From an optimization exercise on the open Yosys and OpenROAD flow, aimed at small area, a short achievable clock period and few clock cycles per item; shortcuts taken in it are not production practice. RTL that was checked went through simulation tests only; none was proved equivalent to the original. Only the layout flow was run in run 3; the RTL was not checked for function there. Power figures rest on the tool's default switching activity, not on a simulated workload.

### flow/config.mk
export PLATFORM = sky130hd
export DESIGN_NAME = a429pk
export DESIGN_NICKNAME = a429pk
export VERILOG_FILES = /design/flow/design.v
export SDC_FILE = /design/flow/constraint.sdc
export NUM_CORES = 8
export LEC_CHECK = 0
export CAP_MARGIN = 40
export CORE_MARGIN = 2
export CORE_UTILIZATION = 40
export SLEW_MARGIN = 40
### flow/constraint.sdc
create_clock -name core_clock -period 15.0 [get_ports {clk}]
set_input_delay 3.0000 -clock core_clock [delete_from_list [all_inputs] [get_ports {clk}]]
set_output_delay 3.0000 -clock core_clock [all_outputs]
set_load 0.01 [all_outputs]
### flow/design.v
module a429pk_bk #(parameter W = 8) (
    input  wire [W-1:0] a,
    input  wire [W-1:0] b,
    input  wire         ci,
    output wire [W-1:0] s
);
    function integer clg(input integer v);
        integer t;
        begin
            clg = 0;
            for (t = v - 1; t > 0; t = t >> 1)
                clg = clg + 1;
        end
    endfunction
    localparam N = W + 1;
    localparam L = clg(N);
    wire [N-1:0] G [0:2*L];
    wire [N-1:0] P [0:2*L];
    assign G[0] = {a & b, ci};
    assign P[0] = {a ^ b, 1'b0};
    genvar l, i;
    generate
        for (l = 0; l < L; l = l + 1) begin : up
            for (i = 0; i < N; i = i + 1) begin : b_
                if (((i + 1) % (1 << (l + 1))) == 0) begin : n
                    assign G[l+1][i] = G[l][i] | (P[l][i] & G[l][i - (1 << l)]);
                    assign P[l+1][i] = P[l][i] & P[l][i - (1 << l)];
                end else begin : t
                    assign G[l+1][i] = G[l][i];
                    assign P[l+1][i] = P[l][i];
                end
            end
        end
        for (l = L - 2; l >= 0; l = l - 1) begin : dn
            for (i = 0; i < N; i = i + 1) begin : b_
                if (((i + 1) % (1 << (l + 1))) == (1 << l) && i >= (1 << (l + 1))) begin : n
                    assign G[2*L-1-l][i] = G[2*L-2-l][i] | (P[2*L-2-l][i] & G[2*L-2-l][i - (1 << l)]);
                    assign P[2*L-1-l][i] = P[2*L-2-l][i] & P[2*L-2-l][i - (1 << l)];
                end else begin : t
                    assign G[2*L-1-l][i] = G[2*L-2-l][i];
                    assign P[2*L-1-l][i] = P[2*L-2-l][i];
                end
            end
        end
    endgenerate
    wire [N-1:0] c = G[2*L-1];
    assign s = P[0][N-1:1] ^ c[N-2:0];
endmodule
module a429pk (
    input  wire         clk,
    input  wire         rst,
    input  wire         cmd_valid,
    output wire         cmd_ready,
    input  wire [287:0] cmd,
    output reg          rsp_valid,
    output wire [127:0] rsp_rn,
    output wire [63:0]  rsp_rd,
    output reg          diag_valid,
    output reg  [3:0]   diag_code,
    output wire [31:0]  raw,
    output wire [7:0]   dsr
);
    localparam [7:0] OP_SETRAW  = 8'h01, OP_GETRAW  = 8'h02,
                     OP_SETID   = 8'h03, OP_GETID   = 8'h04,
                     OP_SETSDI  = 8'h05, OP_GETSDI  = 8'h06,
                     OP_SETSSM  = 8'h07, OP_GETSSM  = 8'h08,
                     OP_SETPAR  = 8'h09, OP_GETPAR  = 8'h0A,
                     OP_SETBNR  = 8'h0B, OP_GETBNR  = 8'h0C,
                     OP_SETBCDD = 8'h0D, OP_SETBCD  = 8'h0E,
                     OP_GETBCD  = 8'h0F, OP_SETDISC = 8'h10,
                     OP_GETDISC = 8'h11, OP_SETDBIT = 8'h12,
                     OP_GETDBIT = 8'h13, OP_CLR     = 8'h14,
                     OP_GETWORD = 8'h15, OP_GETDSR  = 8'h16,
                     OP_CLRDSR  = 8'h17;
    localparam [3:0] E_NONE     = 4'd0,
                     E_RANGE    = 4'd1,
                     E_TOOWIDE  = 4'd2,
                     E_OCCUPIED = 4'd3,
                     E_OUTRANGE = 4'd4,
                     E_DIGIT    = 4'd5,
                     E_RADIX    = 4'd6,
                     E_SIGNOVL  = 4'd7,
                     E_ILLEGAL  = 4'd8;
    localparam [4:0] S_IDLE  = 5'd0,
                     S_EXEC  = 5'd1,    
                     S_PREP  = 5'd2,    
                     S_P2    = 5'd3,    
                     S_P1    = 5'd4,    
                     S_DIV   = 5'd5,    
                     S_FIN   = 5'd6,    
                     S_FIN2  = 5'd7,    
                     S_GMUL  = 5'd8,    
                     S_GD2   = 5'd9,    
                     S_DAB   = 5'd10,   
                     S_BW    = 5'd11,   
                     S_BREM  = 5'd12,   
                     S_BSCAN = 5'd13,   
                     S_GPREP = 5'd14,   
                     S_GBCD  = 5'd15,   
                     S_TB    = 5'd16,   
                     S_PREP2 = 5'd17;   
    reg [4:0] st;
    reg [31:0]  raw_q;
    reg [7:0]   dsr_q;
    reg [131:0] acc;         
    reg [130:0] ds;          
    reg [63:0]  opx;         
    reg [63:0]  rd;          
    reg [32:0]  alq;         
    reg [7:0]   opq;         
    reg [5:0]   fb, lb, sb;
    reg [6:0]   wv;          
    reg [4:0]   sht;         
    reg [4:0]   jc;          
    reg [4:0]   jd;          
    reg         bneg;        
    reg [65:0]  ppq;         
    reg         first;       
    reg         flip;        
    reg         flip1;       
    reg         neg;         
    reg         nz;          
    reg         tbq;         
    reg         hdone;       
    reg         shdone;      
    reg [4:0]   shc;         
    reg [6:0]   pos;         
    reg         m_div;       
    reg         m_ar;        
    reg         m_p1;        
    reg         pend;        
    reg [4:0]   np;          
    reg [3:0]   bk;          
    reg         remq;        
    reg [15:0]  gmask;       
    reg [4:0]   g_cnt;       
    reg [3:0]   g_lm;        
    reg [15:0]  g_inb;       
    assign raw       = raw_q;
    assign dsr       = dsr_q;
    assign cmd_ready = (st == S_IDLE);
    assign rsp_rn    = acc[127:0];
    assign rsp_rd    = rd;
    wire idle = (st == S_IDLE);
    function [2:0] msb8(input [7:0] f);
        reg hi;
        begin
            hi = |f[7:4];
            msb8[2] = hi;
            msb8[1] = hi ? (f[7] | f[6]) : (f[3] | f[2]);
            msb8[0] = hi ? (f[7] | (~f[6] & f[5])) : (f[3] | (~f[2] & f[1]));
        end
    endfunction
    function [5:0] msb64(input [63:0] x);
        reg [7:0]  nzb;
        reg [23:0] lo;
        reg [2:0]  g;
        integer i;
        begin
            for (i = 0; i < 8; i = i + 1) begin
                nzb[i]       = |x[8*i +: 8];
                lo[3*i +: 3] = msb8(x[8*i +: 8]);
            end
            g     = msb8(nzb);
            msb64 = {g, lo[3*g +: 3]};
        end
    endfunction
    function [4:0] btop(input [63:0] x);
        reg [5:0] m;
        begin
            m    = msb64(x ^ {x[62:0], 1'b0});
            btop = m[5:1];
        end
    endfunction
    function [2:0] bdig(input [63:0] x, input [4:0] j);
        reg [64:0] xx;
        begin
            xx   = {x, 1'b0};
            bdig = xx[{j, 1'b0} +: 3];
        end
    endfunction
    function [6:0] width0(input [5:0] f, input [5:0] l);
        width0 = (f > l) ? 7'd0 : ({1'b0, l} - {1'b0, f} + 7'd1);
    endfunction
    wire [7:0]  c_op  = cmd[7:0];
    wire [5:0]  c_rsv = cmd[31:26];
    wire [63:0] c_a   = cmd[95:32];
    wire [63:0] c_b   = cmd[159:96];
    wire [63:0] c_d   = cmd[287:224];
    wire c_known   = (c_op >= OP_SETRAW) && (c_op <= OP_CLRDSR);
    wire [63:0] c_c   = cmd[223:160];
    wire c_illegal = (c_rsv != 6'd0) || !c_known ||
                     (c_op == OP_SETPAR && c_a[63:1] != 63'd0);
    wire c_b10     = (c_b == 64'd10);
    wire c_hi8  = (c_a[63:8] != 56'd0);
    wire c_hi2  = c_hi8 || (c_a[7:2] != 6'd0);
    wire c_par  = c_a[0] ^ (^raw_q);
    wire occ_id  = (raw_q[7:0]   != 8'd0);
    wire occ_sdi = (raw_q[9:8]   != 2'd0);
    wire occ_ssm = (raw_q[30:29] != 2'd0);
    wire occ_par = raw_q[31];
    wire o_setid  = (c_op == OP_SETID);
    wire o_setsdi = (c_op == OP_SETSDI);
    wire o_setssm = (c_op == OP_SETSSM);
    wire o_setpar = (c_op == OP_SETPAR);
    wire o_setbcd = (c_op == OP_SETBCD);
    wire o_getbcd = (c_op == OP_GETBCD);
    wire x_set    = (c_op == OP_SETRAW) || (c_op == OP_SETDISC) || (c_op == OP_SETDBIT) ||
                    (c_op == OP_SETBCDD);
    wire x_get    = (c_op == OP_GETRAW) || (c_op == OP_GETDISC) || (c_op == OP_GETDBIT);
    wire o_sbnr   = (c_op == OP_SETBNR);
    wire o_gbnr   = (c_op == OP_GETBNR);
    wire x_e5     = (c_op == OP_SETBCDD) && !e_dfit;
    wire x_e1     = x_get ? !e_bok : (x_set && !x_e5 && !e_bok);
    wire x_e2     = x_set && !x_e5 && e_bok && !e_fit;
    wire x_e3     = x_set && !x_e5 && e_bok && e_fit && e_occ;
    wire x_w      = x_set && !x_e5 && e_bok && e_fit && !e_occ;
    wire c_d0     = (c_d == 64'd0);
    wire c_c0     = (c_c == 64'd0);
    wire g_e8     = o_gbnr && c_d0;
    wire gx_e1     = o_gbnr && !c_d0 && (!e_bok || !c_sok);
    wire g_two    = o_gbnr && !c_d0 && !e_bok && !c_sok;
    wire g_zero   = c_c0 || !e_bok || (e_al[31:0] == 32'd0);
    wire i_e1   = !c_illegal && (x_e1 || gx_e1);
    wire i_e5   = !c_illegal && x_e5;
    wire i_e8   = c_illegal || g_e8;
    wire i_e2   = !c_illegal && ((o_setid && c_hi8) || ((o_setsdi || o_setssm) && c_hi2) || x_e2);
    wire i_e3   = !c_illegal && ((o_setid && !c_hi8 && occ_id) || (o_setsdi && !c_hi2 && occ_sdi) ||
                                 (o_setssm && !c_hi2 && occ_ssm) || (o_setpar && occ_par) || x_e3);
    wire i_e6   = !c_illegal && (o_setbcd || o_getbcd) && !c_b10;
    wire i_e4   = !c_illegal && o_setbcd && c_b10 && c_a[63];
    wire i_diag = i_e8 || i_e1 || i_e2 || i_e3 || i_e4 || i_e5 || i_e6;
    wire [3:0] i_code = {i_e8, i_e6 || i_e4 || i_e5, i_e6 || i_e3 || i_e2, i_e3 || i_e1 || i_e5};
    wire i_wx   = !c_illegal && x_w;
    wire i_wid  = !c_illegal && o_setid && !c_hi8 && !occ_id;
    wire i_wsdi = !c_illegal && o_setsdi && !c_hi2 && !occ_sdi;
    wire i_wssm = !c_illegal && o_setssm && !c_hi2 && !occ_ssm;
    wire i_wpar = !c_illegal && o_setpar && !occ_par;
    wire i_clr  = !c_illegal && (c_op == OP_CLR);
    wire i_clrd = !c_illegal && (c_op == OP_CLRDSR);
    wire i_gmul  = o_gbnr && !c_d0 && !g_zero;
    wire i_multi = !c_illegal && (o_sbnr || i_gmul || g_two || (o_setbcd && c_b10 && !c_a[63]) ||
                                  (o_getbcd && c_b10 && c_f <= c_l));
    wire [4:0] i_next = c_illegal ? S_IDLE :
                        o_sbnr ? S_PREP :
                        i_gmul ? S_PREP :
                        g_two ? S_GD2 :
                        (o_setbcd && c_b10 && !c_a[63]) ? S_DAB :
                        (o_getbcd && c_b10 && c_f <= c_l) ? S_GBCD : S_IDLE;
    wire [5:0]  c_f    = cmd[13:8];
    wire [5:0]  c_l    = cmd[19:14];
    wire [5:0]  c_s    = cmd[25:20];
    wire        c_dbit = (c_op == OP_SETDBIT) || (c_op == OP_GETDBIT);
    wire [5:0]  ef     = idle ? c_f : fb;
    wire [5:0]  el     = idle ? (c_dbit ? c_f : c_l) : lb;
    reg  [32:0] e_ge, e_le;
    integer n;
    always @(*) begin
        for (n = 0; n < 33; n = n + 1) begin
            e_ge[n] = (n >= ef);
            e_le[n] = (n <= el);
        end
    end
    wire [32:0] ext    = {raw_q, 1'b0};                  
    wire [6:0]  e_d;
    a429pk_bk #(.W(7)) u_sub (.a({1'b0, el}), .b({1'b1, ~ef}), .ci(1'b1), .s(e_d));
    wire        e_le0  = !e_d[6];                           
    wire        e_bok  = (ef != 6'd0) && (el <= 6'd32) && e_le0;
    wire [32:0] e_al   = (ext & e_le) >> ef;             
    wire [31:0] e_mask = e_ge[32:1] & e_le[32:1];
    wire        e_occ  = (raw_q & e_mask) != 32'd0;
    wire [6:0]  e_w0   = e_le0 ? (e_d + 7'd1) : 7'd0;    
    wire [5:0]  c_amsb = msb64(c_a);
    wire        c_anz  = (c_a != 64'd0);
    wire [6:0]  e_dm;
    a429pk_bk #(.W(7)) u_cmp (.a(e_d), .b({1'b1, ~c_amsb}), .ci(1'b1), .s(e_dm));
    wire        e_mle  = e_le0 && !e_dm[6];
    wire        e_fit  = !c_a[63] && (!c_anz || e_mle);
    wire        e_dfit = e_fit;
    wire [5:0]  o_amsb = msb64(opx);
    wire        c_sok  = (c_s != 6'd0) && (c_s <= 6'd32);    
    wire        c_sbit = c_sok && ext[c_s];
    reg  [31:0] wval;
    reg  [5:0]  wsh;
    wire [31:0] u_wr = wval << wsh;
    wire        in_p1   = (st == S_P1);
    reg  [4:0]  nd_idx;
    reg  [63:0] nd_src;
    reg         nd_flip;
    wire [63:0] c_reg   = ds[63:0];
    always @(*) begin
        nd_src  = c_reg;
        nd_idx  = jc - 5'd1;
        nd_flip = flip;
        case (st)
            S_PREP: nd_idx = jc;
            S_P2: if (jc == 5'd0) begin
                nd_src  = opx;
                nd_idx  = jd;
                nd_flip = flip1;
            end
            S_P1: nd_src = opx;
            default: ;
        endcase
    end
    wire [2:0] nd_dig  = bdig(nd_src, nd_idx);
    wire       nd_one  = nd_dig[1] ^ nd_dig[0];
    wire       nd_two  = (nd_dig == 3'b011) || (nd_dig == 3'b100);
    wire       nd_neg  = (nd_one || nd_two) && ((nd_dig[2] && !(nd_dig[1] && nd_dig[0])) ^ nd_flip);
    wire        nd_p1   = m_p1 || (st == S_P2 && jc == 5'd0);
    wire [63:0] m_cand  = nd_p1 ? rd : ds[127:64];
    wire [65:0] m_c66   = {{2{m_cand[63]}}, m_cand};
    wire [65:0] pp_mag  = nd_one ? m_c66 : (nd_two ? {m_c66[64:0], 1'b0} : 66'd0);
    wire [65:0] pp_nx   = pp_mag ^ {66{nd_neg}};
    wire [131:0] pp_y   = {{66{ppq[65]}}, ppq};
    wire         d_sub  = !acc[131];                     
    wire [131:0] ad_x   = m_div ? {acc[130:0], 1'b0} : {acc[129:0], 2'b00};
    wire [131:0] ad_y   = m_div ? ({1'b0, ds} ^ {132{d_sub}}) : pp_y;
    wire         ad_ci  = m_div ? d_sub : bneg;
    wire [131:0] ad_s;
    a429pk_bk #(.W(132)) u_add (.a(ad_x), .b(ad_y), .ci(ad_ci), .s(ad_s));
    wire         q_bit  = !ad_s[131];
    reg  [32:0] f_ge, f_le;
    integer n2;
    always @(*) begin
        for (n2 = 0; n2 < 33; n2 = n2 + 1) begin
            f_ge[n2] = (n2 >= fb);
            f_le[n2] = (n2 <= lb);
        end
    end
    wire        f_bok   = (fb != 6'd0) && (lb <= 6'd32) && (fb <= lb);
    wire        f_occ   = (raw_q & f_ge[32:1] & f_le[32:1]) != 32'd0;
    wire        f_mok   = f_bok && !f_occ;                  
    wire        f_indiv = (st == S_DIV);
    wire        q_lsb   = f_indiv ? q_bit : opx[0];
    wire [31:0] q_up    = f_indiv ? {opx[30:0], 1'b0} : {opx[31:1], 1'b0};
    wire        f_sgn   = neg && (nz || (f_indiv && q_bit));
    wire        f_b2    = (sb != 6'd0) && (sb <= 6'd32);
    wire [5:0]  f_qi    = sb - fb;                          
    wire        f_qb    = (f_qi[4:0] == 5'd0) ? q_lsb : q_up[f_qi[4:0]];
    wire        f_inm   = f_mok && (fb <= sb) && (sb <= lb) && f_qb;
    wire        f_occ2  = raw_q[sb[4:0] - 5'd1] || f_inm;
    wire [31:0] f_dec1  = 32'd1 << (fb[4:0] - 5'd1);
    wire [31:0] f_raw1  = raw_q | (f_mok ? (u_wr | (q_lsb ? f_dec1 : 32'd0)) : 32'd0);
    wire [3:0]  f_e1    = !f_bok ? E_RANGE : (f_occ ? E_OCCUPIED : E_NONE);
    wire [3:0]  f_e2    = !f_b2 ? E_RANGE : (f_occ2 ? E_OCCUPIED : E_NONE);
    wire [31:0] f_wr2   = (f_b2 && !f_occ2 && f_sgn) ? (32'd1 << (sb[4:0] - 5'd1)) : 32'd0;
    wire [6:0]  c_span = e_d;
    wire [4:0]  c_gcnt = e_le0 ? ({1'b0, c_span[5:2]} + 5'd1) : 5'd0;
    wire [1:0]  c_glw  = c_span[1:0];
    wire [3:0]  c_glm  = (c_glw == 2'd0) ? 4'b0001 : (c_glw == 2'd1) ? 4'b0011 :
                         (c_glw == 2'd2) ? 4'b0111 : 4'b1111;
    wire [5:0]  c_gt   = 6'd29 - c_f;
    reg  [15:0] c_ginb;
    integer kk;
    always @(*) begin
        for (kk = 0; kk < 16; kk = kk + 1)
            c_ginb[kk] = (kk != 0 || c_f != 6'd0) &&
                         ((kk + 1 == c_gcnt) ? (c_l <= 6'd32) :
                                               (c_f <= 6'd29 && kk <= c_gt[5:2]));
    end
    wire [35:0] al36 = {3'b000, alq};
    reg  [15:0] g_act, g_lst, g_bad, g_occ;
    reg  [63:0] g_dig;      
    reg  [31:0] g_err;      
    integer k;
    always @(*) begin
        for (k = 0; k < 16; k = k + 1) begin : grp
            reg [3:0] d, gm, occn;
            reg g_inbk;
            g_act[k] = (k < g_cnt);
            g_lst[k] = (k + 1 == g_cnt);
            gm = g_lst[k] ? g_lm : 4'b1111;
            d  = ds[4*k +: 4];
            g_bad[k] = (d & ~gm) != 4'd0;
            occn = (k <= 8) ? al36[4*k +: 4] : 4'd0;
            if (k > 8) g_inbk = 1'b0; else g_inbk = g_inb[k];
            g_occ[k] = (occn & gm) != 4'd0;
            g_err[2*k +: 2] = !g_act[k] ? 2'd0 :
                              g_bad[k] ? 2'd3 :
                              !g_inbk ? 2'd1 :
                              g_occ[k] ? 2'd2 : 2'd0;
            g_dig[4*k +: 4] = (g_act[k] && g_err[2*k +: 2] == 2'd0) ? d : 4'd0;
        end
    end
    reg [15:0] g_errv;
    integer k2;
    always @(*) begin
        for (k2 = 0; k2 < 16; k2 = k2 + 1)
            g_errv[k2] = g_err[2*k2 +: 2] != 2'd0;
    end
    wire g_e0 = (g_errv == 16'd0);
    wire g_one = !g_e0 && ((g_errv & (g_errv - 16'd1)) == 16'd0);
    function [3:0] ecode(input [1:0] e);
        ecode = (e == 2'd1) ? E_RANGE : (e == 2'd2) ? E_OCCUPIED :
                (e == 2'd3) ? E_DIGIT : E_NONE;
    endfunction
    reg [3:0] g_first;
    integer k3;
    always @(*) begin
        g_first = E_NONE;
        for (k3 = 15; k3 >= 0; k3 = k3 - 1)
            if (g_errv[k3]) g_first = ecode(g_err[2*k3 +: 2]);
    end
    wire [3:0] g_scan = ecode(g_err[2*bk +: 2]);
    wire [75:0] g_hmask = ~(76'd0) << {g_cnt, 2'b00};
    wire        g_rem   = (ds[75:0] & g_hmask) != 76'd0;
    wire [3:0]  gi     = np[3:0];
    wire        gb_inb = (gi <= 4'd8) && g_inb[gi];
    wire [3:0]  gb_dig = gb_inb ? al36[{gi, 2'b00} +: 4] : 4'd0;
    wire [31:0] gb_x   = {acc[28:0], 3'b000};
    wire [31:0] gb_y   = {acc[30:0], 1'b0};
    wire [31:0] gb_z   = {28'd0, gb_dig};
    wire [31:0] gb_s   = gb_x ^ gb_y ^ gb_z;
    wire [31:0] gb_c   = {(gb_x[30:0] & gb_y[30:0]) | (gb_x[30:0] & gb_z[30:0]) |
                          (gb_y[30:0] & gb_z[30:0]), 1'b0};
    wire [31:0] gb_acc;
    a429pk_bk #(.W(32)) u_gadd (.a(gb_s), .b(gb_c), .ci(1'b0), .s(gb_acc));
    function [3:0] dadj(input [3:0] a);
        begin
            dadj[3] = a[3] | (a[2] & (a[1] | a[0]));
            dadj[2] = (a[2] & ~a[1] & ~a[0]) | (a[3] & a[0]);
            dadj[1] = (~a[2] & a[1]) | (a[1] & a[0]) | (a[3] & ~a[0]);
            dadj[0] = (~a[3] & ~a[2] & a[0]) | (a[2] & a[1] & ~a[0]) | (a[3] & ~a[0]);
        end
    endfunction
    function [75:0] dab1(input [75:0] v, input b);
        integer i;
        reg [75:0] t;
        begin
            for (i = 0; i < 19; i = i + 1)
                t[4*i +: 4] = dadj(v[4*i +: 4]);
            dab1 = {t[74:0], b};
        end
    endfunction
    wire [4:0]  dab_i    = first ? o_amsb[5:1] : np;
    wire [1:0]  dab_bits = opx[{dab_i, 1'b0} +: 2];
    wire [75:0] dab_in   = first ? 76'd0 : ds[75:0];
    wire [75:0] dab_out  = dab1(dab1(dab_in, dab_bits[1]), dab_bits[0]);
    always @(*) begin
        wval = q_up;
        wsh  = ef - 6'd1;
        if (idle)
            wval = c_a[31:0];
        else if (st == S_BW) begin
            if (fb == 6'd0) begin
                wval = g_dig[32:1];
                wsh  = 6'd0;
            end else
                wval = g_dig[31:0];
        end
    end
    reg        nx_diag;
    reg [3:0]  nx_code;
    reg        p1_hd, p1_sd;
    reg [131:0] acc_m;
    reg [7:0]  dsr_set;
    reg [4:0]  p1_shc;
    always @(posedge clk) begin
        nx_diag = 1'b0;
        nx_code = E_NONE;
        p1_hd   = 1'b0;
        p1_sd   = 1'b0;
        p1_shc  = 5'd0;
        acc_m   = acc;
        bneg <= nd_neg;
        ppq  <= pp_nx;
        if (idle) begin
            opq   <= c_op;
            fb    <= cmd[13:8];
            lb    <= cmd[19:14];
            sb    <= cmd[25:20];
            neg   <= cmd[95] ^ cmd[159] ^ cmd[223] ^ cmd[287];
            flip  <= o_gbnr ? c_sbit : (cmd[159] ^ cmd[223]);
            flip1 <= cmd[95] ^ cmd[287];
            first <= 1'b1;
            jc    <= btop(c_c);
            jd    <= btop(c_d);
            m_div <= 1'b0;
            m_ar  <= 1'b0;
            m_p1  <= 1'b0;
            opx   <= (c_op == OP_SETBNR) ? c_d : c_a;
            ds    <= {3'd0, (o_gbnr ? {32'd0, e_al[31:0]} : c_b), c_c};
            alq   <= e_al;
            np    <= c_gcnt - 5'd1;
            g_cnt <= c_gcnt;
            g_lm  <= c_glm;
            g_inb <= c_ginb;
            rd    <= (c_op == OP_GETBNR) ? c_d : ((c_op == OP_SETBNR) ? c_a : 64'd1);
            acc_m  = (c_op == OP_GETID)   ? {124'd0, raw_q[7:0]} :
                     (c_op == OP_GETSDI)  ? {130'd0, raw_q[9:8]} :
                     (c_op == OP_GETSSM)  ? {130'd0, raw_q[30:29]} :
                     (c_op == OP_GETPAR)  ? {131'd0, raw_q[31]} :
                     (c_op == OP_GETWORD) ? {100'd0, raw_q} :
                     (c_op == OP_GETDSR)  ? {124'd0, dsr_q} :
                     (x_get && e_bok)     ? {100'd0, e_al[31:0]} : 132'd0;
        end
        begin
            rsp_valid <= 1'b0;
            case (st)
            S_IDLE: if (cmd_valid) begin
                rsp_valid <= !i_multi;
                if (i_diag) begin
                    nx_diag = 1'b1; nx_code = i_code;
                end
                if (c_illegal) begin
                    rd    <= 64'd1;
                    acc_m = 132'd0;
                end
                if (i_wid)  raw_q[7:0]   <= c_a[7:0];
                if (i_wsdi) raw_q[9:8]   <= c_a[1:0];
                if (i_wssm) raw_q[30:29] <= c_a[1:0];
                if (i_wpar) raw_q[31]    <= c_par;
                if (i_wx)   raw_q        <= raw_q | u_wr;
                if (g_e8)   rd           <= 64'd1;
                if (i_clr)  raw_q        <= 32'd0;
                if (i_clrd) dsr_q        <= 8'd0;
                st <= i_next;
            end
            S_PREP: begin
                wv  <= e_w0;
                sht <= e_w0[6:2] + {4'd0, e_w0[1] | e_w0[0]};
                if (opq == OP_SETBNR) begin
                    if (c_reg == 64'd0 || ds[127:64] == 64'd0 || opx == 64'd0) begin
                        nx_diag = 1'b1; nx_code = E_ILLEGAL;
                        rsp_valid <= 1'b1;
                        rd <= 64'd1;
                        st <= S_IDLE;
                    end else begin
                        if (fb <= sb && sb <= lb) begin
                            nx_diag = 1'b1; nx_code = E_SIGNOVL;
                        end
                        st   <= S_P2;
                        m_ar <= 1'b1;
                    end
                end else begin
                    st   <= S_GMUL;
                    m_ar <= 1'b1;
                end
            end
            S_P2: begin
                jc    <= jc - 5'd1;
                if (jc == 5'd0) begin
                    ds     <= {ad_s[129:0], 1'b0};
                    acc_m  = 132'd0;
                    st     <= S_P1;
                    m_p1   <= 1'b1;
                    jc     <= jd;
                    flip   <= flip1;
                    hdone  <= 1'b0;
                    shdone <= (sht == 5'd0);
                    shc    <= 5'd0;
                end
            end
            S_P1: begin
                p1_hd  = hdone;
                p1_sd  = shdone;
                p1_shc = shc;
                if (!shdone) begin
                    if (ds[130:127] != 4'd0)
                        p1_sd = 1'b1;
                    else begin
                        ds <= {ds[126:0], 4'd0};
                        p1_shc = shc + 5'd1;
                        p1_sd  = (p1_shc == sht);
                    end
                end
                if (!hdone) begin
                    jc    <= jc - 5'd1;
                    p1_hd = (jc == 5'd0);
                end
                hdone  <= p1_hd;
                shdone <= p1_sd;
                shc    <= p1_shc;
                m_ar   <= !p1_hd;
                if (p1_hd && p1_sd) begin
                    tbq   <= 1'b0;
                    st    <= S_DIV;
                    m_div <= 1'b1;
                    m_ar  <= (p1_shc != 5'd0);   
                    opx   <= 64'd0;
                    nz    <= 1'b0;
                    pos   <= {p1_shc, 2'b00};
                end
            end
            S_DIV: begin
                opx <= {opx[62:0], q_bit};
                pos <= pos - 7'd1;
                if (q_bit) nz <= 1'b1;
                tbq <= q_bit && (pos >= wv);
                if (pos == 7'd1)
                    m_ar <= 1'b0;            
                if (tbq) begin
                    m_div <= 1'b0;
                    m_ar  <= 1'b0;
                    st    <= S_TB;
                end else if (pos == 7'd0) begin
                    m_div <= 1'b0;
                    m_ar  <= 1'b0;
                    if (wv == 7'd0)
                        st <= S_FIN;
                    else begin
                        acc_m = 132'd0;
                        rd  <= 64'd1;
                        if (f_e1 != E_NONE && f_e2 != E_NONE) begin
                            nx_diag = 1'b1; nx_code = f_e1;
                            st <= S_FIN2;
                        end else begin
                            raw_q <= f_raw1 | f_wr2;
                            if (f_e1 != E_NONE) begin nx_diag = 1'b1; nx_code = f_e1; end
                            if (f_e2 != E_NONE) begin nx_diag = 1'b1; nx_code = f_e2; end
                            rsp_valid <= 1'b1;
                            st <= S_IDLE;
                        end
                    end
                end
            end
            S_TB: begin
                nx_diag = 1'b1; nx_code = E_OUTRANGE;
                rsp_valid <= 1'b1;
                acc_m = 132'd0;
                rd    <= 64'd1;
                st    <= S_IDLE;
            end
            S_FIN: begin
                acc_m = 132'd0;
                rd  <= 64'd1;
                if (tbq) begin
                    nx_diag = 1'b1; nx_code = E_OUTRANGE;
                    rsp_valid <= 1'b1;
                    st <= S_IDLE;
                end else if (f_e1 != E_NONE && f_e2 != E_NONE) begin
                    nx_diag = 1'b1; nx_code = f_e1;
                    st <= S_FIN2;
                end else begin
                    raw_q <= f_raw1 | f_wr2;
                    if (f_e1 != E_NONE) begin nx_diag = 1'b1; nx_code = f_e1; end
                    if (f_e2 != E_NONE) begin nx_diag = 1'b1; nx_code = f_e2; end
                    rsp_valid <= 1'b1;
                    st <= S_IDLE;
                end
            end
            S_FIN2: begin
                raw_q <= raw_q | f_wr2;
                nx_diag = 1'b1; nx_code = f_e2;
                rsp_valid <= 1'b1;
                st <= S_IDLE;
            end
            S_GMUL: begin
                first <= 1'b0;
                jc    <= jc - 5'd1;
                if (jc == 5'd0) begin
                    m_ar <= 1'b0;
                    rsp_valid <= 1'b1;
                    st <= S_IDLE;
                end
            end
            S_GD2: begin
                nx_diag = 1'b1; nx_code = E_RANGE;
                rsp_valid <= 1'b1;
                st <= S_IDLE;
            end
            S_DAB: begin
                ds[75:0] <= dab_out;
                first <= 1'b0;
                np    <= dab_i - 5'd1;
                if (dab_i == 5'd0) st <= S_BW;
            end
            S_BW: begin
                raw_q <= raw_q | u_wr;
                if (g_e0) begin
                    if (g_rem) begin nx_diag = 1'b1; nx_code = E_OUTRANGE; end
                    rsp_valid <= 1'b1;
                    st <= S_IDLE;
                end else if (g_one) begin
                    nx_diag = 1'b1; nx_code = g_first;
                    if (g_rem) st <= S_BREM;
                    else begin
                        rsp_valid <= 1'b1;
                        st <= S_IDLE;
                    end
                end else begin
                    bk    <= 4'd0;
                    remq  <= g_rem;
                    gmask <= g_errv;
                    st    <= S_BSCAN;
                end
            end
            S_BREM: begin
                nx_diag = 1'b1; nx_code = E_OUTRANGE;
                rsp_valid <= 1'b1;
                st <= S_IDLE;
            end
            S_BSCAN: begin
                if (gmask[bk]) begin nx_diag = 1'b1; nx_code = g_scan; end
                bk <= bk + 4'd1;
                if ({1'b0, bk} + 5'd1 == g_cnt) begin
                    if (remq) st <= S_BREM;
                    else begin
                        rsp_valid <= 1'b1;
                        st <= S_IDLE;
                    end
                end
            end
            S_GBCD: begin
                acc_m[31:0] = gb_acc;
                if (!gb_inb) begin nx_diag = 1'b1; nx_code = E_RANGE; end
                np <= np - 5'd1;
                if (np == 5'd0) begin
                    rsp_valid <= 1'b1;
                    st <= S_IDLE;
                end
            end
            default: st <= S_IDLE;
            endcase
            diag_valid <= nx_diag;
            diag_code  <= nx_code;
            case (nx_code)
                4'd1: dsr_set = 8'h01;
                4'd2: dsr_set = 8'h02;
                4'd3: dsr_set = 8'h04;
                4'd4: dsr_set = 8'h08;
                4'd5: dsr_set = 8'h10;
                4'd6: dsr_set = 8'h20;
                4'd7: dsr_set = 8'h40;
                4'd8: dsr_set = 8'h80;
                default: dsr_set = 8'h00;
            endcase
            if (nx_diag && !(st == S_IDLE && i_clrd))
                dsr_q <= dsr_q | dsr_set;
        end
        acc <= (m_ar && !(st == S_P2 && jc == 5'd0)) ? ad_s : acc_m;
        if (rst) begin
            st         <= S_IDLE;
            raw_q      <= 32'd0;
            dsr_q      <= 8'd0;
            rsp_valid  <= 1'b0;
            diag_valid <= 1'b0;
            diag_code  <= 4'd0;
        end
    end
endmodule
### flow/flow/run.sh
#!/bin/bash
# The standard layout (standard.sh), with ORFS's setup repair asked to
# leave a larger setup-slack margin on the design's own clock period.
set -euo pipefail
export SETUP_SLACK_MARGIN=8
bash standard.sh > standard.log 2>&1
### flow/standard.sh
#!/bin/bash
# synth_recipe.tcl (not shown) runs the flow's synth.tcl, then flattens the netlist and writes it again
# the make line also repeats each setting of config.mk as NAME=value (left out here)
make -C /OpenROAD-flow-scripts/flow DESIGN_CONFIG=/design/flow/config.mk WORK_HOME=/design/flow/orfs CLKGATE_MAP_FILE= SYNTH_SCRIPT=/design/flow/synth_recipe.tcl "${@:-finish}"
==> results.toml, run 1 <==
[power_and_ir_drop]
power_mw = 6.68
p_per_area_nw_per_um2 = 84.8
p_int_mw = 3.91
sw_frac_of_total_pct = 41.4
p_sw_mw = 2.77
p_clk_share_pct = 32.2
p_seq_share_pct = 31.4
irDropWorstVdd_uv = 113
combPwrFrac_pct = 36.5
leakage_nw = 30.7

[logic_synthesis]
netlist_instances = 8911
ys_types = 114
yosysMostFrequentCell = "nand2_1"
synth_area_leaders = "dfxtp_1 16%, ha_1 6.2%, a21oi_1 6.0%"
ys.flop_type = "dfxtp_1"
synth_seq_cells = 655
synth_area_um2 = 66300
yosysSeqAreaShare_pct = 21.7
yosys.area.top_type = "dfxtp_1"
postSynth.asyncResetShare_pct = 0
syn_area_per_cell_um2 = 7.44
synth_top_cell_area_share_pct = 15.8
yosys_warnings = 4
synth_common_cells = "1016 x nand2_1, 859 x nor2_1, 791 x a21oi_1, 649 x o21ai_0, 549 x clkbuf_1"
synth-edff-count = 131
synthesis.nets = 9613

[grt]
overflow = 0
grt_first_pass_wirelength_mm = 569
first_global_vias = 70400
grt_max_degree = 84
antenna_found_initial = 51
grt_usage_pct = 47.6

[die]
row_count = 149
core_um2 = 165000
ios = 530
fp.dieW_um = 411
die_h_um = 411
start_util_pct = 40.3
dieArea_um2 = 169000

[finish]
fillers = 16600
regArea_um2 = 14400
nNetsFinal = 9822
multiInputGateArea_um2 = 48600
finish.utilization_pct = 47.8
layout.cells.non_filler = 11400
drive_gt1_share_pct = 13.3
syn2layout_area_growth_pct = 18.7

[timing]
fin_crit_ns = 7.87
setup_violations = 0
rsz0062_at_grt = "yes"
hold_violations = 0
period_share_pct = 52.5
fin_setup_tns_ns = 0
relSlewSlack_pct = 27.4
finalMaxSlewViolations = 0
max_freq_mhz = 127
skew_ns = 0.0649
worst_pin_slew_ns = 1.06

[routing]
wl_per_cell_um = 37.0
via_per_inst = 6.84
routed.top_layer = "met5"
wirelength_mm = 422
drtPass1Iterations = 11
wl_met3_mm = 62.7
met1_length_mm = 163
route.met2.wl_mm = 165
num_vias = 78000
drtIter0Drc = 13300
drc_errors = 0
ant_nets = 0

[setup_path]
rrSetupSlack_ns = 7.44
required_ns = 15.66
worst_setup_path_end_kind = "flip-flop"
critPathLaunchType = "input port"
startpoint = "cmd[6]"
reg2reg_to = "raw_q[2]"
path_max_fanout = 6
worstPathArrival_ns = 8.53
rr_worst_depth = 22
cp_slowest_cell = "nor3_1"
max_stage_delay_ns = 0.51
crit_type = "input port to flip-flop"
worst_path_most_repeated_cell = "a21o_1"
reg2reg_from = "st[1]"

[clock_tree]
clk_pin_slew_ns = 0.06
clockBufferDepth = 3
clock-sinks = 655
cts_root_buf = "clkbuf_16"
cts_hold_buf = 0
htreeDepth = 3
numCtsBuffers = 84
cts_tree = "yes"
clock_latency_ns = 0.78

[placed_design]
port_buffers = 529
dp_hpwl_mm = 329
placed_cells = 11100
gp_congestion = 1.15

[worst_hold_path]
hold_path_class = "flip-flop to flip-flop"
hold_start = "acc[130]"
worst_hold_path.num_cells = 2
min_to = "acc[130]"

[run]
maxCapViolCount = 0

[outcome]
outcome = "complete, no violations"
==> through the flow <==
| step | worst slack (ns) | hold WS (ns) | instance area (µm²) |
|---|---|---|---|
| 5_1_grt | 7.06 | 0.507 | 78700 |
| 6_report | 7.13 | 0.480 | 78700 |
| 2_1_floorplan | 6.89 | 0.437 | 66500 |
| 3_5_place_dp | 4.77 | 0.463 | 73500 |
| 3_3_place_gp | 4.45 | 0.458 | 73100 |
| 4_1_cts | 7.30 | 0.477 | 77900 |
==> critical path, delay by kind of cell <==
kind                     cells  cell delay, ns
AO/OA/AOI/OAI               11            2.03
buffers and inverters        5            0.53
AND/OR/NAND/NOR              6            1.98
adder cells (fa/ha/maj)      3            0.94
==> routing by layer <==
| metal | vias up | GRT usage (%) |
|---|---|---|
| met5 | - | 0 |
| met1 | 37900 | 61.8 |
| met2 | 6074 | 64.9 |
| met3 | 1204 | 19.9 |
| met4 | 30 | 28.0 |
| li1 | 32800 | - |
==> power groups by stage <==
stage	clock network, mW	logic (mW)	registers (mW)
detailed placement	0	2.25	2.13
finish	2.15	2.44	2.09
CTS	2.14	2.29	2.08
global placement	0	2.22	2.12
floorplan	0	1.38	2.02
global route	2.20	2.54	2.09
==> registers in the layout, summed over array words and instances (netlist names), 8 cells and up <==
register,flops
acc,132
ds,131
ppq,65
opx,64
rd,64
alq,33
raw_q,32
gmask,16
g_inb,9
dsr_q,8
opq,8
==> timing repair <==
action / 4_1_cts / 5_1_grt
endpoints found under the setup margin: 228 / 141
cloned: 3 / 1
resized for setup: 376 / 116
pin swaps: 95 / 55
setup buffers: 90 / 37
hold endpoints to repair: 0 / 0
==> cells in the final DEF (no fill, tap or decap), types with 59 or more instances in the layout <==
master	count
a211oi_1	87
a21o_1	114
a21oi_1	758
a22oi_1	59
a31oi_1	86
and3_1	68
buf_4	330
clkbuf_16	87
clkdlybuf4s50_1	461
dfxtp_1	517
edfxtp_1	131
fa_1	82
ha_1	321
inv_1	424
mux2_2	214
mux2i_1	204
nand2_1	1003
nand2b_1	87
nand3_1	186
nand4_1	84
nor2_1	838
nor2b_1	63
nor3_1	171
nor4_1	88
o211ai_1	77
o21ai_0	600
o221ai_1	132
o31ai_1	87
or3_1	98
xnor2_1	212
xor2_1	199
==> layout make-up <==
type | count | area share (%)
clock inverter | 38 | 0.556
clock buffer | 107 | 2.92
tap | 2189 | 3.48
multi-input combinational | 7027 | 61.7
sequential | 655 | 18.3
inverter | 438 | 2.12
timing repair buffer | 914 | 10.8
antenna | 36 | 0.114
==> cell families after synthesis <==
kind of cell	after synthesis	share of synthesized area, %
adder cells (fa/ha/maj)	422	8.87
flip-flops	655	21.7
AND/OR/NAND/NOR	2998	21.0
XOR/XNOR	420	5.55
multiplexers	493	8.81
AO/OA/AOI/OAI	2694	26.1
buffers and inverters	1229	7.86
==> worst max path at each step <==
stage / slack, ns / to
after global placement: 4.45 / raw_q[22]
final: 7.13 / raw_q[2]
after floorplan: 6.89 / raw_q[5]
after detailed placement: 4.77 / raw_q[22]
after CTS: 7.30 / raw_q[0]
after global routing: 7.06 / raw_q[5]
Testbench counts, summed over its fixed seeds: cycles 8,017, commands 3,486.
==> run 2: changes to the inputs <==
==> flow/run.sh (new file) <==
#!/bin/bash
# synth_recipe.tcl (not shown) runs the flow's synth.tcl, then flattens the netlist and writes it again
# the make line also repeats each setting of config.mk as NAME=value (left out here)
make -C /OpenROAD-flow-scripts/flow DESIGN_CONFIG=/design/flow/config.mk WORK_HOME=/design/flow/orfs CLKGATE_MAP_FILE= SYNTH_SCRIPT=/design/flow/synth_recipe.tcl finish
--- a/flow/config.mk
+++ b/flow/config.mk
@@ -10,2 +10,3 @@
 export CORE_UTILIZATION = 40
+export SETUP_SLACK_MARGIN = 5
 export SLEW_MARGIN = 40
removed: flow/flow/run.sh
removed: flow/standard.sh
==> results.toml, run 2 <==
[timing]
period_share_pct = 64.0
setup_violations = 0
rsz0062_at_grt = "no"
hold_violations = 0
max_freq_mhz = 104
fin_crit_ns = 9.60
relSlewSlack_pct = 28.9
finalMaxSlewViolations = 0
worst_slack_ns = 5.40
fin_setup_tns_ns = 0
worst_pin_slew_ns = 1.07
skew_ns = 0.0484

[die]
row_count = 149
ios = 530
start_util_pct = 40.3
fp.dieW_um = 411
core_um2 = 165000
die_h_um = 411
dieArea_um2 = 169000

[logic_synthesis]
yosysMostFrequentCell = "nand2_1"
netlist_instances = 8911
synth-edff-count = 131
yosys.area.top_type = "dfxtp_1"
yosysSeqAreaShare_pct = 21.7
synth_area_um2 = 66300
yosys_warnings = 4
syn_area_per_cell_um2 = 7.44
ys.flop_type = "dfxtp_1"
synth_top_cell_area_share_pct = 15.8
synthesis.nets = 9613
ys_types = 114
synth_common_cells = "1016 x nand2_1, 859 x nor2_1, 791 x a21oi_1, 649 x o21ai_0, 549 x clkbuf_1"
synth_seq_cells = 655
postSynth.asyncResetShare_pct = 0
synth_area_leaders = "dfxtp_1 16%, ha_1 6.2%, a21oi_1 6.0%"

[setup_path]
path_max_fanout = 13
crit_type = "input port to flip-flop"
critPathLaunchType = "input port"
worst_setup_path_end_kind = "flip-flop"
worstPathArrival_ns = 10.22
required_ns = 15.62

[routing]
num_vias = 76900
ant_nets = 0
via_per_inst = 6.81
drtPass1Iterations = 9
drc_errors = 0
drtIter0Drc = 13500
wirelength_mm = 417
wl_per_cell_um = 36.9

[finish]
regMostFlops = "acc"
fillers = 16800
final_common_cell = "nand2_1"
final_cell_mix = "1010 x nand2_1, 848 x nor2_1, 783 x a21oi_1, 616 x o21ai_0, 528 x clkdlybuf4s50_1"
nNetsFinal = 9698
drive_gt1_share_pct = 9.83
largest_reg_flops = 132
syn2layout_area_growth_pct = 15.3
top_regs = "acc x132, ds x131, ppq x65"

[grt]
busiest_layer = "met1"
grt_util_met1_pct = 63.7
antenna_found_initial = 54
first_global_vias = 69200
overflow = 0
grt_max_degree = 150
grt_util_met3_pct = 17.4
grt_usage_pct = 47.0
grt_first_pass_wirelength_mm = 563
grtUsageMet2_pct = 63.2

[placed_design]
dp_hpwl_mm = 328
pre_cts_slack_ns = 4.39
gp_congestion = 1.12
port_buffers = 529

[clock_tree]
htreeDepth = 3
postCtsSetupRepairBufs = 0
clk_pin_slew_ns = 0.06
cts_resized = 0
clock-sinks = 655
cts_root_buf = "clkbuf_16"
cts_hold_buf = 0
clockBufferDepth = 3
clock_latency_ns = 0.75
cts_tree = "yes"
numCtsBuffers = 86

[worst_hold_path]
hold_path_class = "flip-flop to flip-flop"

[run]
maxCapViolCount = 0

[power_and_ir_drop]
p_per_area_nw_per_um2 = 86.7
leakage_nw = 29.7
irDropWorstVdd_uv = 89.6

[outcome]
outcome = "complete, no violations"
run 2: cell counts after synthesis:
Identical to the previous run, type by type.
run 2: layout make-up:
type | count | area [µm²] | area share [%]
diodes | 32 | 80.1 | 0.105
clock buffers | 119 | 2400 | 3.13
clock inverters | 39 | 430 | 0.563
inverters | 438 | 1650 | 2.16
multi-input cells | 7027 | 47400 | 62.0
flip-flops and latches | 655 | 14400 | 18.9
well taps | 2189 | 2740 | 3.58
repair buffers | 788 | 7330 | 9.59
run 2: final timing paths:
kind,slack [ns],depth (start not counted),end,from
worst min-delay path,0.49,2,acc[47],acc[47]
worst max-delay path,5.40,23,raw_q[16],cmd[4]
worst min register to register,0.49,2,acc[47],acc[47]
worst max register to register,6.71,25,raw_q[16],st[2]
run 2: worst max-delay path, cell delays in order:
cell             delay (ns)
clkdlybuf4s50_1        0.78
nand4bb_1              0.53
o21ai_1                0.38
a21oi_1                0.16
nor2_2                 0.36
inv_1                  0.12
ha_1                   0.38
a21o_1                 0.22
a21o_1                 0.19
a21o_1                 0.20
fa_1                   0.62
ha_1                   0.36
a21o_1                 0.12
a41oi_1                0.04
o2111a_1               0.19
o32a_1                 0.42
or4_4                  0.52
nor3_4                 0.37
nor3_4                 0.17
nor2_1                 0.49
nor2_1                 0.24
o21ai_0                0.25
a21oi_1                0.10
run 2: cell families after synthesis:
logic type                 Yosys count  share of synthesized area (%)
AOI/OAI and AO/OA                 2694                           26.1
xor gates and xnor gates           420                           5.55
adders and majority gates          422                           8.87
buffers and inverters             1229                           7.86
DFF                                655                           21.7
muxes                              493                           8.81
and+or+nand+nor                   2998                           21.0
run 2: stage by stage:
step / instances / total power, mW / hold WS [ns] / util [%] / cell area (µm²)
2_1_floorplan: 8911 / 3.40 / 0.437 / - / 66300
3_3_place_gp: 11100 / 4.32 / 0.460 / 44.3 / 73000
3_5_place_dp: 11100 / 4.34 / 0.481 / 44.5 / 73400
4_1_cts: 11200 / 6.49 / 0.492 / 46.2 / 76200
5_1_grt: 11300 / 6.80 / 0.516 / 46.4 / 76400
6_report: 11300 / 6.63 / 0.493 / 46.4 / 76500
run 2: power by group:
| group | internal (mW) | switching [mW] |
|---|---|---|
| clock network | 1.21 | 0.957 |
| logic | 0.761 | 1.60 |
| registers | 1.93 | 0.167 |
run 2: metal layers:
metal / vias up / routed length [µm]
met3: 1024 / 59300
met2: 5841 / 161000
met5: - / 246
li1: 32500 / -
met1: 37500 / 168000
met4: 28 / 28600
==> run 3: changes to the inputs <==
--- a/flow/design.v
+++ b/flow/design.v
@@ -100,3 +100,4 @@
                      S_TB    = 5'd16,   
-                     S_PREP2 = 5'd17;   
+                     S_PREP2 = 5'd17,   
+                     S_BCDD  = 5'd18;   
     reg [4:0] st;
@@ -135,2 +136,3 @@
     reg [15:0]  gmask;       
+    reg         dovf;        
     reg [4:0]   g_cnt;       
@@ -212,7 +214,9 @@
     wire o_gbnr   = (c_op == OP_GETBNR);
-    wire x_e5     = (c_op == OP_SETBCDD) && !e_dfit;
-    wire x_e1     = x_get ? !e_bok : (x_set && !x_e5 && !e_bok);
-    wire x_e2     = x_set && !x_e5 && e_bok && !e_fit;
-    wire x_e3     = x_set && !x_e5 && e_bok && e_fit && e_occ;
-    wire x_w      = x_set && !x_e5 && e_bok && e_fit && !e_occ;
+    wire o_bcdd   = (c_op == OP_SETBCDD);
+    wire x_bcdd2  = o_bcdd && !e_bok;
+    wire x_e5     = o_bcdd && e_bok && !e_fit;
+    wire x_e1     = x_get ? !e_bok : (x_set && !o_bcdd && !e_bok);
+    wire x_e2     = x_set && !o_bcdd && e_bok && !e_fit;
+    wire x_e3     = x_set && e_bok && e_fit && e_occ;
+    wire x_w      = x_set && e_bok && e_fit && !e_occ;
     wire c_d0     = (c_d == 64'd0);
@@ -240,4 +244,13 @@
     wire i_clrd = !c_illegal && (c_op == OP_CLRDSR);
+    wire [31:0] i_wfix = (i_wid  ? {24'd0, c_a[7:0]}        : 32'd0) |
+                         (i_wsdi ? {22'd0, c_a[1:0], 8'd0}  : 32'd0) |
+                         (i_wssm ? {1'b0, c_a[1:0], 29'd0}  : 32'd0) |
+                         (i_wpar ? {c_par, 31'd0}           : 32'd0);
+    wire [31:0] i_rawb = i_clr ? 32'd0 : (raw_q | i_wfix);
+    wire [31:0] i_rawx = raw_q | u_wr;
+    wire [31:0] i_raw  = i_wx ? i_rawx : i_rawb;
+    wire [7:0]  i_dsr  = i_clrd ? 8'd0 :
+                         (dsr_q | {i_e8, 1'b0, i_e6, i_e5, i_e4, i_e3, i_e2, i_e1});
     wire i_gmul  = o_gbnr && !c_d0 && !g_zero;
-    wire i_multi = !c_illegal && (o_sbnr || i_gmul || g_two || (o_setbcd && c_b10 && !c_a[63]) ||
+    wire i_multi = !c_illegal && (o_sbnr || i_gmul || g_two || x_bcdd2 || (o_setbcd && c_b10 && !c_a[63]) ||
                                   (o_getbcd && c_b10 && c_f <= c_l));
@@ -247,2 +260,3 @@
                         g_two ? S_GD2 :
+                        x_bcdd2 ? S_BCDD :
                         (o_setbcd && c_b10 && !c_a[63]) ? S_DAB :
@@ -254,4 +268,5 @@
     wire [5:0]  ef     = idle ? c_f : fb;
-    wire [5:0]  el     = idle ? (c_dbit ? c_f : c_l) : lb;
-    reg  [32:0] e_ge, e_le;
+    wire [5:0]  el     = idle ? c_l : lb;
+    wire        dsel   = idle && c_dbit;
+    reg  [32:0] e_ge, e_lel, e_lef;
     integer n;
@@ -259,11 +274,15 @@
         for (n = 0; n < 33; n = n + 1) begin
-            e_ge[n] = (n >= ef);
-            e_le[n] = (n <= el);
+            e_ge[n]  = (n >= ef);
+            e_lel[n] = (n <= el);
+            e_lef[n] = (n <= ef);
         end
     end
+    wire [32:0] e_le   = dsel ? e_lef : e_lel;
     wire [32:0] ext    = {raw_q, 1'b0};                  
-    wire [6:0]  e_d;
-    a429pk_bk #(.W(7)) u_sub (.a({1'b0, el}), .b({1'b1, ~ef}), .ci(1'b1), .s(e_d));
-    wire        e_le0  = !e_d[6];                           
-    wire        e_bok  = (ef != 6'd0) && (el <= 6'd32) && e_le0;
+    wire [5:0]  o_amsb = msb64(opx);
+    wire [6:0]  e_dg;
+    a429pk_bk #(.W(7)) u_sub (.a({1'b0, el}), .b({1'b1, ~ef}), .ci(1'b1), .s(e_dg));
+    wire [6:0]  e_d    = dsel ? 7'd0 : e_dg;
+    wire        e_le0  = dsel || !e_dg[6];                  
+    wire        e_bok  = (ef != 6'd0) && (dsel ? (ef <= 6'd32) : ((el <= 6'd32) && !e_dg[6]));
     wire [32:0] e_al   = (ext & e_le) >> ef;             
@@ -274,8 +293,12 @@
     wire        c_anz  = (c_a != 64'd0);
+    reg  [31:0] e_th;
+    integer n4;
+    always @(*) begin
+        for (n4 = 0; n4 < 32; n4 = n4 + 1)
+            e_th[n4] = (n4 <= e_d[5:0]);
+    end
+    wire        e_fit  = (c_a[63:32] == 32'd0) && ((c_a[31:0] & ~e_th) == 32'd0);
     wire [6:0]  e_dm;
-    a429pk_bk #(.W(7)) u_cmp (.a(e_d), .b({1'b1, ~c_amsb}), .ci(1'b1), .s(e_dm));
-    wire        e_mle  = e_le0 && !e_dm[6];
-    wire        e_fit  = !c_a[63] && (!c_anz || e_mle);
-    wire        e_dfit = e_fit;
-    wire [5:0]  o_amsb = msb64(opx);
+    a429pk_bk #(.W(7)) u_cmp (.a(e_d), .b({1'b1, ~o_amsb}), .ci(1'b1), .s(e_dm));
+    wire        e_dfit = !opx[63] && ((opx == 64'd0) || (e_le0 && !e_dm[6]));
     wire        c_sok  = (c_s != 6'd0) && (c_s <= 6'd32);    
@@ -405,4 +428,4 @@
     wire [3:0] g_scan = ecode(g_err[2*bk +: 2]);
-    wire [75:0] g_hmask = ~(76'd0) << {g_cnt, 2'b00};
-    wire        g_rem   = (ds[75:0] & g_hmask) != 76'd0;
+    wire [63:0] g_hmask = ~(64'd0) << {g_cnt, 2'b00};
+    wire        g_rem   = ((ds[63:0] & g_hmask) != 64'd0) || dovf;
     wire [3:0]  gi     = np[3:0];
@@ -426,9 +449,9 @@
     endfunction
-    function [75:0] dab1(input [75:0] v, input b);
+    function [64:0] dab1(input [63:0] v, input b);
         integer i;
-        reg [75:0] t;
+        reg [63:0] t;
         begin
-            for (i = 0; i < 19; i = i + 1)
+            for (i = 0; i < 16; i = i + 1)
                 t[4*i +: 4] = dadj(v[4*i +: 4]);
-            dab1 = {t[74:0], b};
+            dab1 = {t[63:0], b};
         end
@@ -437,4 +460,7 @@
     wire [1:0]  dab_bits = opx[{dab_i, 1'b0} +: 2];
-    wire [75:0] dab_in   = first ? 76'd0 : ds[75:0];
-    wire [75:0] dab_out  = dab1(dab1(dab_in, dab_bits[1]), dab_bits[0]);
+    wire [63:0] dab_in   = first ? 64'd0 : ds[63:0];
+    wire [64:0] dab_s1   = dab1(dab_in, dab_bits[1]);
+    wire [64:0] dab_s2   = dab1(dab_s1[63:0], dab_bits[0]);
+    wire [63:0] dab_out  = dab_s2[63:0];
+    wire        dab_ovf  = dab_s1[64] || dab_s2[64];
     always @(*) begin
@@ -484,2 +510,3 @@
             alq   <= e_al;
+            dovf  <= 1'b0;
             np    <= c_gcnt - 5'd1;
@@ -489,9 +516,9 @@
             rd    <= (c_op == OP_GETBNR) ? c_d : ((c_op == OP_SETBNR) ? c_a : 64'd1);
-            acc_m  = (c_op == OP_GETID)   ? {124'd0, raw_q[7:0]} :
-                     (c_op == OP_GETSDI)  ? {130'd0, raw_q[9:8]} :
-                     (c_op == OP_GETSSM)  ? {130'd0, raw_q[30:29]} :
-                     (c_op == OP_GETPAR)  ? {131'd0, raw_q[31]} :
-                     (c_op == OP_GETWORD) ? {100'd0, raw_q} :
-                     (c_op == OP_GETDSR)  ? {124'd0, dsr_q} :
-                     (x_get && e_bok)     ? {100'd0, e_al[31:0]} : 132'd0;
+            acc_m  = {100'd0, ({32{c_op == OP_GETID}}   & {24'd0, raw_q[7:0]})   |
+                              ({32{c_op == OP_GETSDI}}  & {30'd0, raw_q[9:8]})   |
+                              ({32{c_op == OP_GETSSM}}  & {30'd0, raw_q[30:29]}) |
+                              ({32{c_op == OP_GETPAR}}  & {31'd0, raw_q[31]})    |
+                              ({32{c_op == OP_GETWORD}} & raw_q)                 |
+                              ({32{c_op == OP_GETDSR}}  & {24'd0, dsr_q})        |
+                              ({32{x_get && e_bok}}     & e_al[31:0])};
         end
@@ -505,16 +532,17 @@
                 end
-                if (c_illegal) begin
+                if (c_illegal)
                     rd    <= 64'd1;
+                if (c_rsv != 6'd0)
                     acc_m = 132'd0;
-                end
-                if (i_wid)  raw_q[7:0]   <= c_a[7:0];
-                if (i_wsdi) raw_q[9:8]   <= c_a[1:0];
-                if (i_wssm) raw_q[30:29] <= c_a[1:0];
-                if (i_wpar) raw_q[31]    <= c_par;
-                if (i_wx)   raw_q        <= raw_q | u_wr;
+                raw_q <= i_raw;
+                dsr_q <= i_dsr;
                 if (g_e8)   rd           <= 64'd1;
-                if (i_clr)  raw_q        <= 32'd0;
-                if (i_clrd) dsr_q        <= 8'd0;
                 st <= i_next;
             end
+            S_BCDD: begin
+                nx_diag = 1'b1;
+                nx_code = e_dfit ? E_RANGE : E_DIGIT;
+                rsp_valid <= 1'b1;
+                st <= S_IDLE;
+            end
             S_PREP: begin
@@ -663,3 +691,4 @@
             S_DAB: begin
-                ds[75:0] <= dab_out;
+                ds[63:0] <= dab_out;
+                if (dab_ovf) dovf <= 1'b1;
                 first <= 1'b0;
@@ -728,3 +757,3 @@
             endcase
-            if (nx_diag && !(st == S_IDLE && i_clrd))
+            if (nx_diag && st != S_IDLE)
                 dsr_q <= dsr_q | dsr_set;
==> flow/flow/run.sh (new file) <==
#!/bin/bash
# The standard layout (standard.sh), with ORFS's setup repair asked to
# leave a larger setup-slack margin on the design's own clock period.
set -euo pipefail
export SETUP_SLACK_MARGIN=8
bash standard.sh > standard.log 2>&1
==> flow/standard.sh (new file) <==
#!/bin/bash
# synth_recipe.tcl (not shown) runs the flow's synth.tcl, then flattens the netlist and writes it again
# the make line also repeats each setting of config.mk as NAME=value (left out here)
make -C /OpenROAD-flow-scripts/flow DESIGN_CONFIG=/design/flow/config.mk WORK_HOME=/design/flow/orfs CLKGATE_MAP_FILE= SYNTH_SCRIPT=/design/flow/synth_recipe.tcl "${@:-finish}"
--- a/flow/config.mk
+++ b/flow/config.mk
@@ -10,3 +10,2 @@
 export CORE_UTILIZATION = 40
-export SETUP_SLACK_MARGIN = 5
 export SLEW_MARGIN = 40
removed: flow/run.sh
==> results.toml, run 3 <==
[setup_path]
reg2reg_to = "raw_q[28]"
cp_top_family = "simple AND/OR/NAND/NOR gates"
reg2reg_from = "m_div"
cp_slowest_cell = "fa_2"
worst_setup_path_end_kind = "flip-flop"
rr_worst_depth = 21
max_stage_delay_ns = 0.71
worstPathArrival_ns = 8.26
critPathLaunchType = "input port"
required_ns = 15.62
path_max_fanout = 14
crit_type = "input port to flip-flop"
rrSetupSlack_ns = 7.50
crit_buf_inv = 7

[timing]
setup_violations = 0
max_freq_mhz = 131
hold_violations = 0
skew_ns = 0.0629
worst_pin_slew_ns = 1.12
finalMaxSlewViolations = 0
period_share_pct = 51.0
whs_ns = 0.492
worst_slack_ns = 7.36
rsz0062_at_grt = "yes"
fin_crit_ns = 7.64
relSlewSlack_pct = 25.0
fin_setup_tns_ns = 0

[logic_synthesis]
ys.flop_type = "dfxtp_1"
synth_top_cell_area_share_pct = 15.8
yosys_warnings = 4
yosysSeqAreaShare_pct = 21.4
ys_types = 114
yosys.area.top_type = "dfxtp_1"
syn_area_per_cell_um2 = 7.49
synthesis.nets = 9667
synth_seq_cells = 656
netlist_instances = 8958
yosysMostFrequentCell = "nand2_1"
synth-edff-count = 125
synth_common_cells = "998 x nand2_1, 823 x nor2_1, 769 x a21oi_1, 601 x o21ai_0, 546 x clkbuf_1"
synth_area_leaders = "dfxtp_1 16%, ha_1 6.2%, a21oi_1 5.7%"
postSynth.asyncResetShare_pct = 0
synth_area_um2 = 67100

[grt]
antenna_found_initial = 39
grt_usage_pct = 46.2
overflow = 0
grt_first_pass_wirelength_mm = 562
grt_max_degree = 128
first_global_vias = 70400

[routing]
wl_per_cell_um = 36.3
wirelength_mm = 414
via_per_inst = 6.75
drtIter0Drc = 11900
ant_nets = 0
drtPass1Iterations = 9
drc_errors = 0
num_vias = 77000

[clock_tree]
cts_hold_buf = 0
clock-sinks = 656
htreeDepth = 3
clockBufferDepth = 3
clk_pin_slew_ns = 0.06
cts_root_buf = "clkbuf_16"
cts_tree = "yes"
numCtsBuffers = 89
clock_latency_ns = 0.76

[placed_design]
gp_congestion = 1.09
dp_hpwl_mm = 318
placed_cells = 11100
pre_cts_slack_ns = 4.71
port_buffers = 529
post_dp_cell_area_um2 = 74100

[finish]
finish.utilization_pct = 47.7
final_cell_mix = "986 x nand2_1, 803 x nor2_1, 746 x a21oi_1, 577 x o21ai_0, 525 x dfxtp_1"
multiInputGateArea_um2 = 49000
postLayoutCellArea_um2 = 79600
regArea_um2 = 14400
nNetsFinal = 9819
regMostFlops = "acc"
drive_gt1_share_pct = 11.9
top_regs = "acc x132, ds x131, ppq x65"
layout.cells.non_filler = 11400
largest_reg_flops = 132
final_common_cell = "nand2_1"
fillers = 16700
syn2layout_area_growth_pct = 18.6

[die]
fp.dieW_um = 414
dieArea_um2 = 171000
core_um2 = 167000
start_util_pct = 40.2
die_h_um = 414
row_count = 150
ios = 530

[power_and_ir_drop]
irDropWorstVdd_uv = 96.9
leakage_nw = 31.9
p_per_area_nw_per_um2 = 88.4
power_mw = 7.03

[outcome]
outcome = "complete, no violations"

[worst_hold_path]
worst_hold_path.num_cells = 2
hold_start = "acc[112]"
hold_path_class = "flip-flop to flip-flop"
min_to = "acc[112]"

[run]
maxCapViolCount = 0
[run 3: changes by cell type after synthesis, sizes merged, moves of 21 or more]
cell	before	now
a21oi	794	773
a222oi	35	14
a22o	41	93
a311oi	45	24
buf	242	272
mux2i	226	253
nand2b	90	62
nor2	863	824
nor2b	67	91
nor4	120	142
o211ai	78	115
o21ai	667	618
xnor2	217	242
[run 3: worst max-delay path by stage]
stage | start | end | slack (ns) | cells after the start
after floorplan | cmd[9] | raw_q[26] | 6.80 | 30
after global placement | cmd[9] | raw_q[25] | 4.13 | 27
after detailed placement | cmd[15] | raw_q[20] | 4.71 | 26
after CTS | cmd[9] | raw_q[26] | 7.56 | 28
after global routing | cmd[8] | raw_q[17] | 7.16 | 33
final | cmd[17] | raw_q[24] | 7.36 | 25
[run 3: per-layer routing]
metal	vias up	global-route usage, %	share of wire (%)
met5	-	0.170	0.033
met2	5482	65.3	40
met4	16	36.2	9.3
met3	1063	11.2	11
met1	37600	59.8	39
li1	32900	-	-
[run 3: what timing repair did]
item / CTS / global route
resized for setup: 213 / 70
cloned: 7 / 2
pin swaps: 49 / 36
endpoints found under the setup margin: 232 / 128
setup buffers: 72 / 18
[run 3: area by class of cell]
class,count,share of cell area [%]
Timing Repair Buffer,876,10.7
Sequential cell,656,18.1
Clock inverter,59,1.08
Clock buffer,106,2.96
Tap cell,2204,3.47
Inverter,428,2.09
Antenna cell,29,0.0912
Multi-Input combinational cell,7059,61.6
[run 3: worst register-to-register path: stages, from the launching register on]
cell and delay, ns:
dfxtp_4 0.59, buf_12 0.32, buf_12 0.40, mux2_2 0.45
ha_1 0.34, a21o_1 0.17, a21o_1 0.18, a21oi_2 0.33
o21ai_0 0.34, a211oi_2 0.54, nor2_1 0.12, a2111oi_1 0.56
buf_4 0.24, o21a_1 0.22, o21ai_0 0.11, o21ba_2 0.50
nand4_1 0.40, a21boi_1 0.30, buf_4 0.30, and2_1 0.50
nand4_1 0.18, a311oi_1 0.32
[run 3: cells by family (layout without fill, tap and decap cells)]
group | count (synthesis) | in the layout | share of synthesized area [%]
fa+ha+maj | 428 | 428 | 8.88
simple gates | 2964 | 2967 | 20.6
compound gates | 2703 | 2703 | 26.3
xor+xnor | 427 | 427 | 5.60
buf+inv | 1246 | 1469 | 7.88
mux | 534 | 534 | 9.33
other cells | 0 | 29 | 0
flops | 656 | 656 | 21.4
[run 3: where the power goes]
part	internal, mW	switching [mW]
combinational	0.847	1.67
sequential	1.93	0.158
clock	1.42	1.00
total	4.20	2.83

what the ideal ports hide:
In the flow no input, the clock included, has a driving cell. The finished layouts below were timed again as built, in two steps. Step 1 (the two cells are an assumption about what drives the block):
set clk [get_ports {clk}]
set_driving_cell -lib_cell sky130_fd_sc_hd__clkbuf_16 $clk
set_driving_cell -lib_cell sky130_fd_sc_hd__buf_2 [delete_from_list [all_inputs] $clk]
Step 2 also shifts input and output timing later by t, the mid clock arrival at the registers, as if the neighbouring blocks saw the same clock. Slacks: ideal / step 1 / step 2; pairs: ideal / step 1.
run	t (ns)	slack for setup (ns)	hold WS [ns]	pins driven straight from the clock port
run 1	0.831	7.129 / 7.135 / 6.304	0.480 / 0.480 / 0.480	1
run 2	0.824	5.400 / 5.474 / 4.650	0.493 / 0.493 / 0.493	1
run 3	0.822	7.357 / 7.408 / 6.586	0.492 / 0.492 / 0.492	1
After both steps setup and hold are still met in every run listed. The setup slack of run 1, which loses most, moves by +0.006 ns with the drivers and by -0.825 ns with both steps.
